Context: an optimization exercise on an open-source flow, tuned for small area. The choices shown serve that exercise and are no tape-out recipe. Only simulation tests tie the RTL to the original design; equivalence was not proved. Power figures rest on the tool's default switching activity, not on a simulated workload.

`flow/run.sh`:
```
#!/bin/bash
# synth_recipe.tcl (not shown) runs the flow's synth.tcl, then flattens the netlist and writes it again
# the make line also repeats each setting of config.mk as NAME=value (left out here)
make -C /OpenROAD-flow-scripts/flow DESIGN_CONFIG=/design/flow/config.mk WORK_HOME=/design/flow/orfs CLKGATE_MAP_FILE= SYNTH_SCRIPT=/design/flow/synth_recipe.tcl finish
```
`flow/config.mk`:
```
export PLATFORM = sky130hd
export DESIGN_NAME = autowater_brt
export DESIGN_NICKNAME = autowater_brt
export VERILOG_FILES = /design/flow/design.v
export SDC_FILE = /design/flow/constraint.sdc
export NUM_CORES = 4
export LEC_CHECK = 0
export CAP_MARGIN = 20
export CORE_MARGIN = 2
export CORE_UTILIZATION = 40
export SLEW_MARGIN = 20
```
`flow/constraint.sdc`:
```
create_clock -name core_clock -period 10.0 [get_ports {clk}]
set_input_delay 2.0000 -clock core_clock [delete_from_list [all_inputs] [get_ports {clk}]]
set_output_delay 2.0000 -clock core_clock [all_outputs]
set_load 0.01 [all_outputs]
```
`flow/design.v`:
```
module aw_i2c_phy #(
    parameter integer QDIV = 4
) (
    input  wire       clk,
    input  wire       rst,
    input  wire       go,          
    input  wire [2:0] op,
    input  wire [7:0] tx_byte,
    input  wire       ack_bit,     
    input  wire       sda_in,
    output reg        busy,
    output reg        done,        
    output reg  [2:0] done_op,
    output reg  [7:0] rx_byte,     
    output reg        rx_ack,      
    output reg        scl_lo,
    output reg        sda_lo
);
    localparam [2:0] OP_START  = 3'd0;
    localparam [2:0] OP_RSTART = 3'd1;
    localparam [2:0] OP_STOP   = 3'd2;
    localparam [2:0] OP_TX     = 3'd3;
    localparam [2:0] OP_RX     = 3'd4;
    localparam [2:0] OP_ACK    = 3'd5;
    reg [2:0] cur_op;
    reg [3:0] bitcnt;      
    reg [1:0] qtr;         
    reg [7:0] div;         
    reg [7:0] txsh;        
    reg [7:0] rxsh;        
    reg       ackd;        
    reg [3:0] last_bit;
    always @(*) begin
        case (cur_op)
            OP_TX:   last_bit = 4'd8;
            OP_RX:   last_bit = 4'd7;
            default: last_bit = 4'd0;
        endcase
    end
    reg want_scl_lo, want_sda_lo;
    always @(*) begin
        want_scl_lo = 1'b1;
        want_sda_lo = 1'b0;
        case (cur_op)
            OP_START: begin
                want_scl_lo = (qtr == 2'd3);
                want_sda_lo = (qtr != 2'd0);
            end
            OP_RSTART: begin
                want_scl_lo = (qtr == 2'd0) || (qtr == 2'd3);
                want_sda_lo = (qtr == 2'd2) || (qtr == 2'd3);
            end
            OP_STOP: begin
                want_scl_lo = (qtr == 2'd0);
                want_sda_lo = (qtr == 2'd0) || (qtr == 2'd1);
            end
            OP_TX: begin
                want_scl_lo = (qtr == 2'd0) || (qtr == 2'd3);
                want_sda_lo = (bitcnt == 4'd8) ? 1'b0 : ~txsh[7 - bitcnt[2:0]];
            end
            OP_RX: begin
                want_scl_lo = (qtr == 2'd0) || (qtr == 2'd3);
                want_sda_lo = 1'b0;
            end
            OP_ACK: begin
                want_scl_lo = (qtr == 2'd0) || (qtr == 2'd3);
                want_sda_lo = ~ackd;
            end
            default: begin
                want_scl_lo = scl_lo;
                want_sda_lo = sda_lo;
            end
        endcase
    end
    wire qtr_end    = (div == QDIV[7:0] - 8'd1);
    wire sample_now = qtr_end && (qtr == 2'd2);
    wire bit_end    = qtr_end && (qtr == 2'd3);
    wire op_end     = bit_end && (bitcnt == last_bit);
    always @(posedge clk) begin
        if (rst) begin
            busy    <= 1'b0;
            done    <= 1'b0;
            done_op <= 3'd0;
            rx_byte <= 8'h00;
            rx_ack  <= 1'b0;
            scl_lo  <= 1'b0;
            sda_lo  <= 1'b0;
            cur_op  <= 3'd0;
            bitcnt  <= 4'd0;
            qtr     <= 2'd0;
            div     <= 8'd0;
            txsh    <= 8'h00;
            rxsh    <= 8'h00;
            ackd    <= 1'b0;
        end else begin
            done <= 1'b0;
            if (!busy) begin
                if (go) begin
                    busy   <= 1'b1;
                    cur_op <= op;
                    bitcnt <= 4'd0;
                    qtr    <= 2'd0;
                    div    <= 8'd0;
                    txsh   <= tx_byte;
                    ackd   <= ack_bit;
                end
            end else begin
                scl_lo <= want_scl_lo;
                sda_lo <= want_sda_lo;
                if (sample_now) begin
                    if (cur_op == OP_TX && bitcnt == 4'd8)
                        rx_ack <= sda_in;
                    if (cur_op == OP_RX)
                        rxsh <= {rxsh[6:0], sda_in};
                end
                if (qtr_end) begin
                    div <= 8'd0;
                    qtr <= qtr + 2'd1;
                end else begin
                    div <= div + 8'd1;
                end
                if (bit_end)
                    bitcnt <= bitcnt + 4'd1;
                if (op_end) begin
                    busy    <= 1'b0;
                    done    <= 1'b1;
                    done_op <= cur_op;
                    if (cur_op == OP_RX)
                        rx_byte <= rxsh;
                end
            end
        end
    end
endmodule
module aw_button_engine #(
    parameter [7:0]  MASK         = 8'hFF,
    parameter [7:0]  LONG_THRESH  = 8'd20,
    parameter [7:0]  VLONG_THRESH = 8'd60,
    parameter        VLONG_ENABLE = 1'b1,
    parameter [15:0] IDLE_THRESH  = 16'd1200
) (
    input  wire        clk,
    input  wire        rst,
    input  wire        tick,
    input  wire        sample,        
    input  wire [7:0]  btn_in,
    input  wire        relay_active,
    output reg  [7:0]  raw,
    output reg  [7:0]  pressed,
    output reg  [7:0]  upped,
    output reg  [7:0]  long_p,
    output reg  [7:0]  vlong_p,
    output reg  [7:0]  keep_long,
    output reg  [7:0]  keep_vlong,
    output reg  [7:0]  dur,
    output reg  [15:0] idle,
    output wire        idle_expired
);
    wire [7:0]  dur_t  = (tick && dur != 8'hFF) ? dur + 8'd1 : dur;
    wire [15:0] idle_t = tick ? idle + 16'd1 : idle;
    wire [7:0] b   = (~btn_in) & MASK;
    wire [7:0] chg = b ^ raw;
    assign idle_expired = (idle > IDLE_THRESH);
    always @(posedge clk) begin
        if (rst) begin
            raw        <= 8'h00;
            pressed    <= 8'h00;
            upped      <= 8'h00;
            long_p     <= 8'h00;
            vlong_p    <= 8'h00;
            keep_long  <= 8'h00;
            keep_vlong <= 8'h00;
            dur        <= 8'h00;
            idle       <= 16'h0000;
        end else begin
            dur  <= dur_t;
            idle <= idle_t;
            if (sample) begin
                pressed <= chg & b;
                upped   <= chg & ~b;
                raw     <= b;
                if (b == 8'h00) begin
                    dur        <= 8'h00;
                    keep_long  <= 8'h00;
                    keep_vlong <= 8'h00;
                    long_p     <= 8'h00;
                    vlong_p    <= 8'h00;
                end else if (VLONG_ENABLE && dur_t >= VLONG_THRESH) begin
                    if (keep_vlong == 8'h00) begin
                        vlong_p    <= b;
                        keep_vlong <= b;
                    end else begin
                        vlong_p <= 8'h00;
                    end
                    long_p <= 8'h00;
                end else if (dur_t >= LONG_THRESH) begin
                    if (keep_long == 8'h00) begin
                        long_p    <= b;
                        keep_long <= b;
                    end else begin
                        long_p <= 8'h00;
                    end
                    vlong_p <= 8'h00;
                end else begin
                    long_p  <= 8'h00;
                    vlong_p <= 8'h00;
                end
                if ((chg & ~b) != 8'h00 || relay_active)
                    idle <= 16'h0000;
            end
        end
    end
endmodule
module autowater_brt (
    input  wire        clk,
    input  wire        rst,
    input  wire        cmd_valid,
    input  wire [15:0] cmd,
    input  wire [7:0]  btn_in,
    input  wire        relay_active,
    input  wire        tick,
    input  wire        alarm_line,
    input  wire        sda_in,
    input  wire        scl_in,
    output wire        cmd_ready,
    output wire        busy,
    output wire [7:0]  res,
    output wire [71:0] g_out,
    output wire [7:0]  raw_out,
    output wire [7:0]  pressed_out,
    output wire [7:0]  upped_out,
    output wire [7:0]  long_out,
    output wire [7:0]  vlong_out,
    output wire [7:0]  keep_long_out,
    output wire [7:0]  keep_vlong_out,
    output wire [7:0]  dur_out,
    output wire [15:0] idle_out,
    output wire        idle_expired,
    output wire        pending_alarm,
    output wire        bus_idle,
    output wire [7:0]  bcon_out,
    output wire [7:0]  bstat_out,
    output wire        waiting_out,
    output wire [7:0]  cache_out,
    output wire        ill,
    output wire        sda_out_n,
    output wire        scl_out_n
);
    localparam [6:0]  RTC_ADDR           = 7'h51;
    localparam [15:0] RESTART_WAIT_TICKS = 16'd20;
    localparam [7:0]  CTRL1_RUN          = 8'h00;
    localparam [7:0]  CTRL1_STOP         = 8'h20;    
    localparam [7:0]  CTRL2_INIT         = 8'h00;
    localparam [7:0]  CLKOUT_INIT        = 8'h00;
    localparam [7:0]  AIE_MASK           = 8'h02;
    localparam [7:0]  AF_MASK            = 8'h08;
    localparam [7:0]  VL_MASK            = 8'h80;
    localparam [7:0]  ALARM_DISABLE      = 8'h80;
    localparam [7:0]  ALARM_SENTINEL     = 8'hFF;
    localparam [7:0] ADDR_W = {RTC_ADDR, 1'b0};
    localparam [7:0] ADDR_R = {RTC_ADDR, 1'b1};
    localparam [7:0] OP_SAMPLE   = 8'h10;
    localparam [7:0] OP_CLRPEND  = 8'h11;
    localparam [7:0] OP_START    = 8'h20;
    localparam [7:0] OP_RSTART   = 8'h21;
    localparam [7:0] OP_STOP     = 8'h22;
    localparam [7:0] OP_SEND     = 8'h23;
    localparam [7:0] OP_RECV     = 8'h24;
    localparam [7:0] OP_RDTIME   = 8'h30;
    localparam [7:0] OP_WRTIME   = 8'h31;
    localparam [7:0] OP_INIT     = 8'h32;
    localparam [7:0] OP_SETALARM = 8'h33;
    localparam [7:0] OP_STARTALM = 8'h34;
    localparam [7:0] OP_STOPALM  = 8'h35;
    localparam [7:0] OP_CLRAF    = 8'h36;
    localparam [7:0] OP_ENCBCD   = 8'h38;
    localparam [7:0] OP_DECBCD   = 8'h39;
    localparam [2:0] PHY_START  = 3'd0;
    localparam [2:0] PHY_RSTART = 3'd1;
    localparam [2:0] PHY_STOP   = 3'd2;
    localparam [2:0] PHY_TX     = 3'd3;
    localparam [2:0] PHY_RX     = 3'd4;
    localparam [2:0] PHY_ACK    = 3'd5;
    localparam [3:0] K_DONE     = 4'd0;
    localparam [3:0] K_START    = 4'd1;
    localparam [3:0] K_RSTART   = 4'd2;
    localparam [3:0] K_STOP     = 4'd3;
    localparam [3:0] K_SEND     = 4'd4;
    localparam [3:0] K_RECV     = 4'd5;
    localparam [3:0] K_BRRES    = 4'd6;    
    localparam [3:0] K_DECODE   = 4'd7;    
    localparam [3:0] K_LOADCNT  = 4'd8;    
    localparam [3:0] K_WAITCNT  = 4'd9;    
    localparam [3:0] K_VLTEST   = 4'd10;   
    localparam [3:0] K_CACHEMOD = 4'd11;   
    localparam [3:0] K_CACHEINI = 4'd12;   
    localparam [3:0] K_NOP      = 4'd13;
    function [7:0] enc_bcd;
        input [7:0] v;
        reg [15:0] prod;
        reg [7:0]  q;
        reg [7:0]  r;
        begin
            prod    = {8'h00, v} * 16'd205;
            q       = {3'b000, prod[15:11]};
            r       = v - q * 8'd10;
            enc_bcd = {q[3:0], r[3:0]};
        end
    endfunction
    function [7:0] dec_bcd;
        input [7:0] b;
        begin
            dec_bcd = {4'h0, b[7:4]} * 8'd10 + {4'h0, b[3:0]};
        end
    endfunction
    function [7:0] alm_byte;
        input [7:0] v;
        begin
            alm_byte = (v == ALARM_SENTINEL) ? ALARM_DISABLE : enc_bcd(v);
        end
    endfunction
    reg [7:0]  g [0:8];
    reg [7:0]  t [0:6];
    reg        busy_r;
    reg [7:0]  op_r;
    reg [7:0]  arg_r;
    reg [5:0]  step_r;
    reg [1:0]  ph_r;
    reg [7:0]  res_r;
    reg        ill_r;
    reg [7:0]  cache_r;
    reg [15:0] buscnt_r;
    reg        alarm_prev_r;
    reg        pending_r;
    reg        waiting_r;
    reg        p_start_r, p_rstart_r, p_stop_r, p_recv_r, p_ack_r, ackdt_r;
    reg        unread_r, tx_busy_r, ackstat_r;
    reg [7:0]  txbuf_r;
    reg [7:0]  rxbuf_r;
    reg        owned_r;
    wire       phy_busy, phy_done;
    wire [2:0] phy_done_op;
    wire [7:0] phy_rx_byte;
    wire       phy_rx_ack;
    wire       phy_scl_lo, phy_sda_lo;
    reg        phy_go;
    reg [2:0]  phy_op;
    always @(*) begin
        phy_go = 1'b0;
        phy_op = PHY_START;
        if (!phy_busy && !phy_done) begin
            if (p_start_r && !owned_r) begin
                phy_go = 1'b1; phy_op = PHY_START;
            end else if (p_rstart_r && owned_r) begin
                phy_go = 1'b1; phy_op = PHY_RSTART;
            end else if (p_stop_r && owned_r) begin
                phy_go = 1'b1; phy_op = PHY_STOP;
            end else if (tx_busy_r && owned_r && !p_start_r && !p_rstart_r &&
                         !p_stop_r && !p_recv_r && !p_ack_r) begin
                phy_go = 1'b1; phy_op = PHY_TX;
            end else if (p_recv_r && owned_r) begin
                phy_go = 1'b1; phy_op = PHY_RX;
            end else if (p_ack_r && owned_r) begin
                phy_go = 1'b1; phy_op = PHY_ACK;
            end
        end
    end
    aw_i2c_phy #(.QDIV(4)) u_phy (
        .clk     (clk),
        .rst     (rst),
        .go      (phy_go),
        .op      (phy_op),
        .tx_byte (txbuf_r),
        .ack_bit (ackdt_r),
        .sda_in  (sda_in),
        .busy    (phy_busy),
        .done    (phy_done),
        .done_op (phy_done_op),
        .rx_byte (phy_rx_byte),
        .rx_ack  (phy_rx_ack),
        .scl_lo  (phy_scl_lo),
        .sda_lo  (phy_sda_lo)
    );
    reg [3:0] l_kind;
    reg [7:0] l_byte;       
    reg       l_nack;       
    reg [2:0] l_tidx;       
    reg       l_prim;       
    always @(*) begin
        l_kind = K_DONE;
        l_byte = 8'h00;
        l_nack = 1'b0;
        l_tidx = 3'd0;
        l_prim = 1'b0;
        case (op_r)
            OP_START: begin
                l_prim = 1'b1;
                if (step_r == 6'd0) begin l_kind = K_START; l_byte = arg_r; end
            end
            OP_RSTART: begin
                l_prim = 1'b1;
                if (step_r == 6'd0) begin l_kind = K_RSTART; l_byte = arg_r; end
            end
            OP_STOP: begin
                l_prim = 1'b1;
                if (step_r == 6'd0) l_kind = K_STOP;
            end
            OP_SEND: begin
                l_prim = 1'b1;
                if (step_r == 6'd0) begin l_kind = K_SEND; l_byte = arg_r; end
            end
            OP_RECV: begin
                l_prim = 1'b1;
                if (step_r == 6'd0) begin l_kind = K_RECV; l_nack = arg_r[0]; end
            end
            OP_RDTIME: begin
                case (step_r)
                    6'd0:  begin l_kind = K_START;  l_byte = ADDR_W; end
                    6'd1:  begin l_kind = K_BRRES;  l_byte = 8'd13; end
                    6'd2:  begin l_kind = K_SEND;   l_byte = 8'h02; end
                    6'd3:  begin l_kind = K_RSTART; l_byte = ADDR_R; end
                    6'd4, 6'd5, 6'd6, 6'd7, 6'd8, 6'd9: begin
                        l_kind = K_RECV; l_tidx = step_r[2:0] - 3'd4;
                    end
                    6'd10: begin l_kind = K_RECV; l_nack = 1'b1; l_tidx = 3'd6; end
                    6'd11: l_kind = K_STOP;
                    6'd12: l_kind = K_DECODE;
                    6'd13: l_kind = K_STOP;
                    default: l_kind = K_DONE;
                endcase
            end
            OP_WRTIME: begin
                case (step_r)
                    6'd0:  begin l_kind = K_START; l_byte = ADDR_W; end
                    6'd1:  begin l_kind = K_SEND;  l_byte = 8'h00; end
                    6'd2:  begin l_kind = K_SEND;  l_byte = CTRL1_STOP; end
                    6'd3:  l_kind = K_STOP;
                    6'd4:  begin l_kind = K_START; l_byte = ADDR_W; end
                    6'd5:  begin l_kind = K_SEND;  l_byte = 8'h02; end
                    6'd6:  begin l_kind = K_SEND;  l_byte = enc_bcd(g[0]); end
                    6'd7:  begin l_kind = K_SEND;  l_byte = enc_bcd(g[1]); end
                    6'd8:  begin l_kind = K_SEND;  l_byte = enc_bcd(g[2]); end
                    6'd9:  begin l_kind = K_SEND;  l_byte = enc_bcd(g[3]); end
                    6'd10: begin l_kind = K_SEND;  l_byte = enc_bcd(g[4]); end
                    6'd11: begin l_kind = K_SEND;  l_byte = enc_bcd(g[5]); end
                    6'd12: begin l_kind = K_SEND;  l_byte = enc_bcd(g[6]); end
                    6'd13: l_kind = K_STOP;
                    6'd14: begin l_kind = K_START; l_byte = ADDR_W; end
                    6'd15: begin l_kind = K_SEND;  l_byte = 8'h00; end
                    6'd16: begin l_kind = K_SEND;  l_byte = CTRL1_RUN; end
                    6'd17: l_kind = K_STOP;
                    6'd18: l_kind = K_LOADCNT;
                    6'd19: l_kind = K_WAITCNT;
                    default: l_kind = K_DONE;
                endcase
            end
            OP_INIT: begin
                case (step_r)
                    6'd0:  begin l_kind = K_START;  l_byte = ADDR_W; end
                    6'd1:  begin l_kind = K_BRRES;  l_byte = 8'd31; end
                    6'd2:  begin l_kind = K_SEND;   l_byte = 8'h00; end
                    6'd3:  begin l_kind = K_RSTART; l_byte = ADDR_R; end
                    6'd4:  begin l_kind = K_RECV;   l_tidx = 3'd0; end
                    6'd5:  begin l_kind = K_RECV;   l_tidx = 3'd1; l_nack = 1'b1; end
                    6'd6:  l_kind = K_NOP;
                    6'd7:  l_kind = K_STOP;
                    6'd8:  l_kind = K_VLTEST;
                    6'd9:  begin l_kind = K_START;  l_byte = ADDR_W; end
                    6'd10: begin l_kind = K_SEND;   l_byte = 8'h00; end
                    6'd11: begin l_kind = K_SEND;   l_byte = CTRL1_STOP; end
                    6'd12: begin l_kind = K_SEND;   l_byte = CTRL2_INIT; end
                    6'd13: begin l_kind = K_SEND;   l_byte = enc_bcd(g[0]); end
                    6'd14: begin l_kind = K_SEND;   l_byte = enc_bcd(g[1]); end
                    6'd15: begin l_kind = K_SEND;   l_byte = enc_bcd(g[2]); end
                    6'd16: begin l_kind = K_SEND;   l_byte = enc_bcd(g[3]); end
                    6'd17: begin l_kind = K_SEND;   l_byte = enc_bcd(g[4]); end
                    6'd18: begin l_kind = K_SEND;   l_byte = enc_bcd(g[5]); end
                    6'd19: begin l_kind = K_SEND;   l_byte = enc_bcd(g[6]); end
                    6'd20, 6'd21, 6'd22, 6'd23: begin
                        l_kind = K_SEND; l_byte = ALARM_DISABLE;
                    end
                    6'd24: begin l_kind = K_SEND;   l_byte = CLKOUT_INIT; end
                    6'd25: l_kind = K_STOP;
                    6'd26: begin l_kind = K_START;  l_byte = ADDR_W; end
                    6'd27: begin l_kind = K_SEND;   l_byte = 8'h00; end
                    6'd28: begin l_kind = K_SEND;   l_byte = CTRL1_RUN; end
                    6'd29: l_kind = K_STOP;
                    6'd30: l_kind = K_CACHEINI;
                    6'd31: l_kind = K_STOP;
                    default: l_kind = K_DONE;
                endcase
            end
            OP_SETALARM: begin
                case (step_r)
                    6'd0: begin l_kind = K_START; l_byte = ADDR_W; end
                    6'd1: begin l_kind = K_SEND;  l_byte = 8'h09; end
                    6'd2: begin l_kind = K_SEND;  l_byte = alm_byte(g[7]); end
                    6'd3: begin l_kind = K_SEND;  l_byte = alm_byte(g[8]); end
                    6'd4: l_kind = K_STOP;
                    default: l_kind = K_DONE;
                endcase
            end
            OP_STARTALM, OP_STOPALM, OP_CLRAF: begin
                case (step_r)
                    6'd0: l_kind = K_CACHEMOD;
                    6'd1: begin l_kind = K_START; l_byte = ADDR_W; end
                    6'd2: begin l_kind = K_SEND;  l_byte = 8'h01; end
                    6'd3: begin l_kind = K_SEND;  l_byte = cache_r; end
                    6'd4: l_kind = K_STOP;
                    default: l_kind = K_DONE;
                endcase
            end
            default: l_kind = K_DONE;
        endcase
    end
    reg [7:0]  n_g [0:8];
    reg [7:0]  n_t [0:6];
    reg        n_busy;
    reg [7:0]  n_op;
    reg [7:0]  n_arg;
    reg [5:0]  n_step;
    reg [1:0]  n_ph;
    reg [7:0]  n_res;
    reg        n_ill;
    reg [7:0]  n_cache;
    reg [15:0] n_buscnt;
    reg        n_pending;
    reg        n_waiting;
    reg        n_p_start, n_p_rstart, n_p_stop, n_p_recv, n_p_ack, n_ackdt;
    reg        n_unread, n_tx_busy, n_ackstat;
    reg [7:0]  n_txbuf;
    reg [7:0]  n_rxbuf;
    reg        n_owned;
    reg        do_sample;
    reg        ret;         
    reg        r_nack;      
    reg [7:0]  r_val;       
    reg        e_bus_idle;
    integer    i;
    always @(*) begin
        for (i = 0; i < 9; i = i + 1) n_g[i] = g[i];
        for (i = 0; i < 7; i = i + 1) n_t[i] = t[i];
        n_busy     = busy_r;
        n_op       = op_r;
        n_arg      = arg_r;
        n_step     = step_r;
        n_ph       = ph_r;
        n_res      = res_r;
        n_ill      = ill_r;
        n_cache    = cache_r;
        n_buscnt   = buscnt_r;
        n_pending  = pending_r;
        n_waiting  = waiting_r;
        n_p_start  = p_start_r;
        n_p_rstart = p_rstart_r;
        n_p_stop   = p_stop_r;
        n_p_recv   = p_recv_r;
        n_p_ack    = p_ack_r;
        n_ackdt    = ackdt_r;
        n_unread   = unread_r;
        n_tx_busy  = tx_busy_r;
        n_ackstat  = ackstat_r;
        n_txbuf    = txbuf_r;
        n_rxbuf    = rxbuf_r;
        n_owned    = owned_r;
        do_sample  = 1'b0;
        ret        = 1'b0;
        r_nack     = 1'b0;
        r_val      = 8'h00;
        if (tick && n_buscnt != 16'h0000)
            n_buscnt = n_buscnt - 16'h0001;
        if (alarm_line != alarm_prev_r)
            n_pending = 1'b1;
        if (phy_done) begin
            case (phy_done_op)
                PHY_START: begin
                    n_p_start = 1'b0;
                    n_owned   = 1'b1;
                end
                PHY_RSTART: n_p_rstart = 1'b0;
                PHY_STOP: begin
                    n_p_stop = 1'b0;
                    n_owned  = 1'b0;
                end
                PHY_TX: begin
                    n_ackstat = phy_rx_ack;
                    n_tx_busy = 1'b0;
                    n_waiting = 1'b0;
                end
                PHY_RX: begin
                    n_rxbuf   = phy_rx_byte;
                    n_unread  = 1'b1;
                    n_p_recv  = 1'b0;
                    n_waiting = 1'b0;
                end
                PHY_ACK: n_p_ack = 1'b0;
                default: ;
            endcase
        end
        e_bus_idle = !n_p_start && !n_p_rstart && !n_p_stop && !n_p_recv &&
                     !n_p_ack && !n_unread;
        if (busy_r) begin
            case (l_kind)
                K_START, K_RSTART: begin
                    case (ph_r)
                        2'd0: if (e_bus_idle) begin
                            if (l_kind == K_START) n_p_start = 1'b1;
                            else                   n_p_rstart = 1'b1;
                            n_ph = 2'd1;
                        end
                        2'd1: if (e_bus_idle) begin
                            n_waiting = 1'b1;
                            n_txbuf   = l_byte;
                            n_tx_busy = 1'b1;
                            n_ph      = 2'd2;
                        end
                        default: if (!n_waiting) begin
                            ret    = 1'b1;
                            r_nack = n_ackstat;
                        end
                    endcase
                end
                K_SEND: begin
                    case (ph_r)
                        2'd0: if (e_bus_idle) begin
                            n_waiting = 1'b1;
                            n_txbuf   = l_byte;
                            n_tx_busy = 1'b1;
                            n_ph      = 2'd1;
                        end
                        default: if (!n_waiting) begin
                            ret    = 1'b1;
                            r_nack = n_ackstat;
                        end
                    endcase
                end
                K_STOP: begin
                    if (e_bus_idle) begin
                        n_p_stop = 1'b1;
                        ret      = 1'b1;
                    end
                end
                K_RECV: begin
                    case (ph_r)
                        2'd0: if (e_bus_idle) begin
                            n_p_recv = 1'b1;
                            n_ph     = 2'd1;
                        end
                        default: if (!n_p_recv) begin
                            r_val    = n_rxbuf;
                            n_unread = 1'b0;
                            n_ackdt  = l_nack;
                            n_p_ack  = 1'b1;
                            ret      = 1'b1;
                        end
                    endcase
                end
                K_BRRES: begin
                    if (res_r != 8'h00) n_step = l_byte[5:0];
                    else                n_step = step_r + 6'd1;
                end
                K_DECODE: begin
                    n_g[0] = dec_bcd(t[0] & 8'h7F);
                    n_g[1] = dec_bcd(t[1] & 8'h7F);
                    n_g[2] = dec_bcd(t[2] & 8'h3F);
                    n_g[3] = dec_bcd(t[3] & 8'h3F);
                    n_g[4] = dec_bcd(t[4] & 8'h07);
                    n_g[5] = dec_bcd(t[5] & 8'h1F);
                    n_g[6] = dec_bcd(t[6] & 8'hFF);
                    n_busy = 1'b0;
                end
                K_LOADCNT: begin
                    n_buscnt = RESTART_WAIT_TICKS;
                    n_step   = step_r + 6'd1;
                end
                K_WAITCNT: begin
                    if (n_buscnt == 16'h0000) n_busy = 1'b0;
                end
                K_VLTEST: begin
                    if ((t[1] & VL_MASK) == 8'h00) begin
                        n_cache = t[1];
                        n_busy  = 1'b0;
                    end else begin
                        n_step = step_r + 6'd1;
                    end
                end
                K_CACHEMOD: begin
                    case (op_r)
                        OP_STARTALM: n_cache = cache_r | AIE_MASK;
                        OP_STOPALM:  n_cache = cache_r & ~AIE_MASK;
                        default:     n_cache = cache_r & ~AF_MASK;
                    endcase
                    n_step = step_r + 6'd1;
                end
                K_CACHEINI: begin
                    n_cache = CTRL2_INIT;
                    n_busy  = 1'b0;
                end
                K_NOP: n_step = step_r + 6'd1;
                default: n_busy = 1'b0;    
            endcase
            if (ret) begin
                n_ph   = 2'd0;
                n_step = step_r + 6'd1;
                if (l_prim) begin
                    n_res  = (l_kind == K_RECV) ? r_val : {7'd0, r_nack};
                    n_busy = 1'b0;
                end else if (l_kind == K_RECV) begin
                    n_t[l_tidx] = r_val;
                end else begin
                    n_res = res_r | {7'd0, r_nack};
                end
            end
        end
        if (cmd_valid && !n_busy) begin
            case (cmd[15:8])
                OP_SAMPLE: begin
                    do_sample = 1'b1;
                    n_res     = 8'h00;
                end
                OP_CLRPEND: begin
                    n_pending = 1'b0;
                    n_res     = 8'h00;
                end
                OP_START, OP_RSTART, OP_STOP, OP_SEND, OP_RECV,
                OP_RDTIME, OP_WRTIME, OP_INIT, OP_SETALARM,
                OP_STARTALM, OP_STOPALM, OP_CLRAF: begin
                    n_busy = 1'b1;
                    n_op   = cmd[15:8];
                    n_arg  = cmd[7:0];
                    n_step = 6'd0;
                    n_ph   = 2'd0;
                    n_res  = 8'h00;
                end
                OP_ENCBCD: n_res = enc_bcd(cmd[7:0]);
                OP_DECBCD: n_res = dec_bcd(cmd[7:0]);
                8'h40, 8'h41, 8'h42, 8'h43, 8'h44, 8'h45, 8'h46, 8'h47, 8'h48: begin
                    n_g[cmd[11:8]] = cmd[7:0];
                    n_res          = 8'h00;
                end
                default: begin
                    n_ill = 1'b1;
                    n_res = 8'hFF;
                end
            endcase
        end
    end
    always @(posedge clk) begin
        if (rst) begin
            for (i = 0; i < 9; i = i + 1) g[i] <= 8'h00;
            for (i = 0; i < 7; i = i + 1) t[i] <= 8'h00;
            busy_r       <= 1'b0;
            op_r         <= 8'h00;
            arg_r        <= 8'h00;
            step_r       <= 6'd0;
            ph_r         <= 2'd0;
            res_r        <= 8'h00;
            ill_r        <= 1'b0;
            cache_r      <= 8'h00;
            buscnt_r     <= 16'h0000;
            alarm_prev_r <= alarm_line;
            pending_r    <= 1'b0;
            waiting_r    <= 1'b0;
            p_start_r    <= 1'b0;
            p_rstart_r   <= 1'b0;
            p_stop_r     <= 1'b0;
            p_recv_r     <= 1'b0;
            p_ack_r      <= 1'b0;
            ackdt_r      <= 1'b0;
            unread_r     <= 1'b0;
            tx_busy_r    <= 1'b0;
            ackstat_r    <= 1'b0;
            txbuf_r      <= 8'h00;
            rxbuf_r      <= 8'h00;
            owned_r      <= 1'b0;
        end else begin
            for (i = 0; i < 9; i = i + 1) g[i] <= n_g[i];
            for (i = 0; i < 7; i = i + 1) t[i] <= n_t[i];
            busy_r       <= n_busy;
            op_r         <= n_op;
            arg_r        <= n_arg;
            step_r       <= n_step;
            ph_r         <= n_ph;
            res_r        <= n_res;
            ill_r        <= n_ill;
            cache_r      <= n_cache;
            buscnt_r     <= n_buscnt;
            alarm_prev_r <= alarm_line;
            pending_r    <= n_pending;
            waiting_r    <= n_waiting;
            p_start_r    <= n_p_start;
            p_rstart_r   <= n_p_rstart;
            p_stop_r     <= n_p_stop;
            p_recv_r     <= n_p_recv;
            p_ack_r      <= n_p_ack;
            ackdt_r      <= n_ackdt;
            unread_r     <= n_unread;
            tx_busy_r    <= n_tx_busy;
            ackstat_r    <= n_ackstat;
            txbuf_r      <= n_txbuf;
            rxbuf_r      <= n_rxbuf;
            owned_r      <= n_owned;
        end
    end
    aw_button_engine #(
        .MASK         (8'hFF),
        .LONG_THRESH  (8'd20),
        .VLONG_THRESH (8'd60),
        .VLONG_ENABLE (1'b1),
        .IDLE_THRESH  (16'd1200)
    ) u_btn (
        .clk          (clk),
        .rst          (rst),
        .tick         (tick),
        .sample       (do_sample),
        .btn_in       (btn_in),
        .relay_active (relay_active),
        .raw          (raw_out),
        .pressed      (pressed_out),
        .upped        (upped_out),
        .long_p       (long_out),
        .vlong_p      (vlong_out),
        .keep_long    (keep_long_out),
        .keep_vlong   (keep_vlong_out),
        .dur          (dur_out),
        .idle         (idle_out),
        .idle_expired (idle_expired)
    );
    assign cmd_ready     = ~busy_r;
    assign busy          = busy_r;
    assign res           = res_r;
    assign g_out         = {g[8], g[7], g[6], g[5], g[4], g[3], g[2], g[1], g[0]};
    assign pending_alarm = pending_r;
    assign bus_idle      = !p_start_r && !p_rstart_r && !p_stop_r && !p_recv_r &&
                           !p_ack_r && !unread_r;
    assign bcon_out      = {2'b00, ackdt_r, p_ack_r, p_recv_r, p_stop_r, p_rstart_r, p_start_r};
    assign bstat_out     = {5'b00000, ackstat_r, tx_busy_r, unread_r};
    assign waiting_out   = waiting_r;
    assign cache_out     = cache_r;
    assign ill           = ill_r;
    assign sda_out_n     = phy_sda_lo;
    assign scl_out_n     = phy_scl_lo;
    wire unused_scl_in = scl_in;
endmodule
```
==> reports/qor.yml <==
synth:
  syn_area_per_cell_um2: 8.62
  synth_cells: 3351
  post-synth-top-area-cell: "dfxtp_1"
  async_flop_share_pct: 0
  synth_ff_type: "dfxtp_1"
  synth_edf_count: 0
  synth_top_area_share_pct: 23.0
  synth_cell_types: 99
  synth_area_um2: 28900
  ys_seq_elements: 332
  yosys_warnings: 7
  synth.area.top_cells: "dfxtp_1 23%, ha_1 20%, fa_1 8.6%"
  ys_seq_area_share_pct: 23.0
setup_path:
  cp_data_arrival_time_ps: 7330
  cp-startpoint: "cmd[1]"
  cp-start-kind: "input pin"
  end_kind: "flop"
  timing.rr.start: "g[4][2]$_SDFF_PP0_"
  ff2ff_path_depth: 21
  worstPathMaxFanout: 7
  critPathKind: "in2reg"
  worstPathRequired_ps: 10470
placement:
  dpl.hpwl_um: 65900
  portBuffers: 216
  dp_slack_ps: 2600
  gp_congestion: 0.985
power:
  power_switching_mw: 0.954
  power.share.combinational_pct: 15.6
  clkPwrFrac_pct: 43.4
  power.leakage_nw: 15.2
  power.density_nw_per_um2: 103
  intPower_mw: 2.45
  vdd_drop_max_mv: 0.0949
  seqPwrFrac_pct: 41.0
  power_switching_share_pct: 28.0
  finalPower_mw: 3.41
global_route:
  grt_usage_pct: 22.9
  grt_pass1_wl_um: 136000
  antenna_found_initial: 0
  grt_overflow: 0
  grt_pass1_vias: 23400
  grt_max_degree: 119
finish:
  mostFrequentLayoutCells: "457 x ha_1, 368 x nor2_1, 346 x inv_1"
  seqCellArea_um2: 6650
  fillers: 7019
  diodes: 0
  nNetsFinal: 4099
  drive_gt1_share_pct: 4.73
  final_common_cell: "ha_1"
  multi_input_area_um2: 20200
  area_growth_pct: 14.7
clock_network:
  cts_made_buffers: 40
  cts_tree: "yes"
  clkSinkCount: 332
  cts_resized: 0
  hold_buffers: 0
  cts_setup_buffers: 0
  cts-root-buf: "clkbuf_16"
  htreeDepth: 2
  cts_buffer_depth: 3
  clk_latency_ps: 580
  clk_pin_slew_worst_paths_ps: 60
routing:
  vias: 24500
  post_drt_via_cell_ratio: 5.49
  drc_errors: 0
  first_pass_iters: 5
  wire_per_inst_um: 19.3
  antenna_left: 0
  postRouteWirelength_um: 86300
  drtIter0Drc: 2152
floorplanning:
  num_rows: 98
  die_area_um2: 74300
  core-area_um2: 71500
  initial_core_util_pct: 40.4
  die_h_um: 273
  die_w_um: 273
  ioPinCount: 225
timing:
  finalClockSkew_ps: 21.6
  hold_viol_final: 0
  rsz0062_at_grt: "no"
  setup_ws_ps: 3150
  fmax_mhz: 146
  period_share_pct: 68.5
  slew_headroom_pct: 22.8
  worst_pin_slew_ps: 1150
  period_minus_slack_ps: 6850
  setup_tns_ps: 0
  setup-violations-final: 0
  drv_slew: 0
run:
  drv_cap: 0
worst_hold_path:
  hold_path_class: "reg2reg"
  hold_depth: 2
  hp-start: "u_phy.txsh[7]$_SDFFE_PP0P_"
outcome:
  status: "timing/DRC/antenna clean"
-- through the flow --
stage / instances / util [%] / hold WS [ps] / area [µm²]
6_report: 4463 / 46.3 / 451 / 33100
5_1_grt: 4463 / 46.3 / 476 / 33100
4_1_cts: 4461 / 46.3 / 455 / 33100
3_5_place_dp: 4392 / 44.4 / 447 / 31800
3_3_place_gp: 4392 / 44.4 / 440 / 31800
2_1_floorplan: 3357 / - / 431 / 28900
-- layout make-up --
type | count | area share, %
clock buffer | 57 | 3.46
sequential | 332 | 20.1
multi-input combinational | 2507 | 61.0
timing repair buffer | 255 | 7.44
inverter | 350 | 3.97
clock inverter | 12 | 0.521
tap | 950 | 3.59
-- worst max-delay path: stages --
cell and delay [ps]:
clkdlybuf4s50_1 660, ha_1 440, inv_1 60, fa_1 490, fa_1 520, inv_1 60, fa_1 480, ha_1 290
nor3_1 40, a211oi_1 390, a21oi_1 170, xnor2_1 220, ha_1 230, fa_1 380, xor2_1 170, xnor2_1 160
xnor2_1 140, o211a_1 200, a311oi_1 240
-- Yosys cell counts, types with 18 or more instances --
cell type    n
ha_1       457
xnor2_1    113
a21o_1      27
buf_2       34
a31oi_1     29
a221oi_1    18
nand3_1     73
nor2_1     368
nor4_1      29
inv_1      346
fa_1       124
xor2_1      49
nor2b_1     21
dfxtp_1    332
a21oi_1    209
buf_4       21
o22ai_1     21
nor3_1      75
nand2_1    199
o21ai_0     67
a211oi_1    67
clkbuf_1   104
nand4_1     35
mux2i_1    120
and3_1      37
-- cell families (layout without fill, tap and decap cells) --
family | count (synthesis) | in the layout | share of synthesized area [%]
AO/OA/AOI/OAI | 635 | 635 | 14.7
buffers and inverters | 518 | 674 | 7.28
multiplexers | 124 | 124 | 4.39
AND/OR/NAND/NOR | 995 | 995 | 17.0
flip-flops | 332 | 332 | 23.0
adder cells (fa/ha/maj) | 582 | 582 | 28.4
XOR/XNOR | 164 | 164 | 5.07
other | 1 | 7 | 0.0130
-- metal layers --
| layer | part of all wire, % | global-route usage (%) |
|---|---|---|
| met1 | 47 | 32.3 |
| met2 | 44 | 35.9 |
| met3 | 6.9 | 4.86 |
| met4 | 2.0 | 4.97 |
| met5 | 0 | 0 |
-- state kept, by name, indices dropped and copies added, names as in the netlist, 16 cells and up --
signal / flops
buscnt_r: 16
t: 43
u_btn.idle: 16
g: 72
-- power by group through the flow --
stage / sequential [mW] / combinational (mW) / clock (mW)
global placement: 1.42 / 0.525 / 0
floorplan: 1.42 / 0.403 / 0
finish: 1.40 / 0.531 / 1.48
detailed placement: 1.42 / 0.526 / 0
global route: 1.40 / 0.602 / 1.57
CTS: 1.40 / 0.530 / 1.51
-- worst paths after layout --
kind | endpoint | slack (ps)
worst min register to register | u_phy.txsh[7]$_SDFFE_PP0P_ | 450
worst min-delay path | u_phy.txsh[7]$_SDFFE_PP0P_ | 450
worst max-delay path | res_r[3]$_SDFFE_PP0P_ | 3150
worst max register to register | txbuf_r[2]$_SDFFE_PP0P_ | 3220

-- static timing again, ports no longer ideal --
The flow's constraints put no driver on any port. The routed layout listed below was extracted and timed again, unchanged, in two steps. Step 1, drivers: a clkbuf_16 drives clk and a buf_2 each remaining input, both assumed. Step 2, shift: input delay + t, output delay - t, t = (earliest + latest rising clock arrival at the registers) / 2. This alone moves slack from input paths to output paths. Slacks: ideal / step 1 / step 2; pairs: ideal / step 1.
t (ns): 0.624
setup slack, ns: 3.147 / 3.180 / 2.556
hold slack, ns: 0.451 / 0.451 / 0.451
pins driven straight from the clock port: 1
After both steps this run still meets setup and hold. For this run, drivers alone change the setup slack by +0.033 ns; drivers and shift together by -0.591 ns.
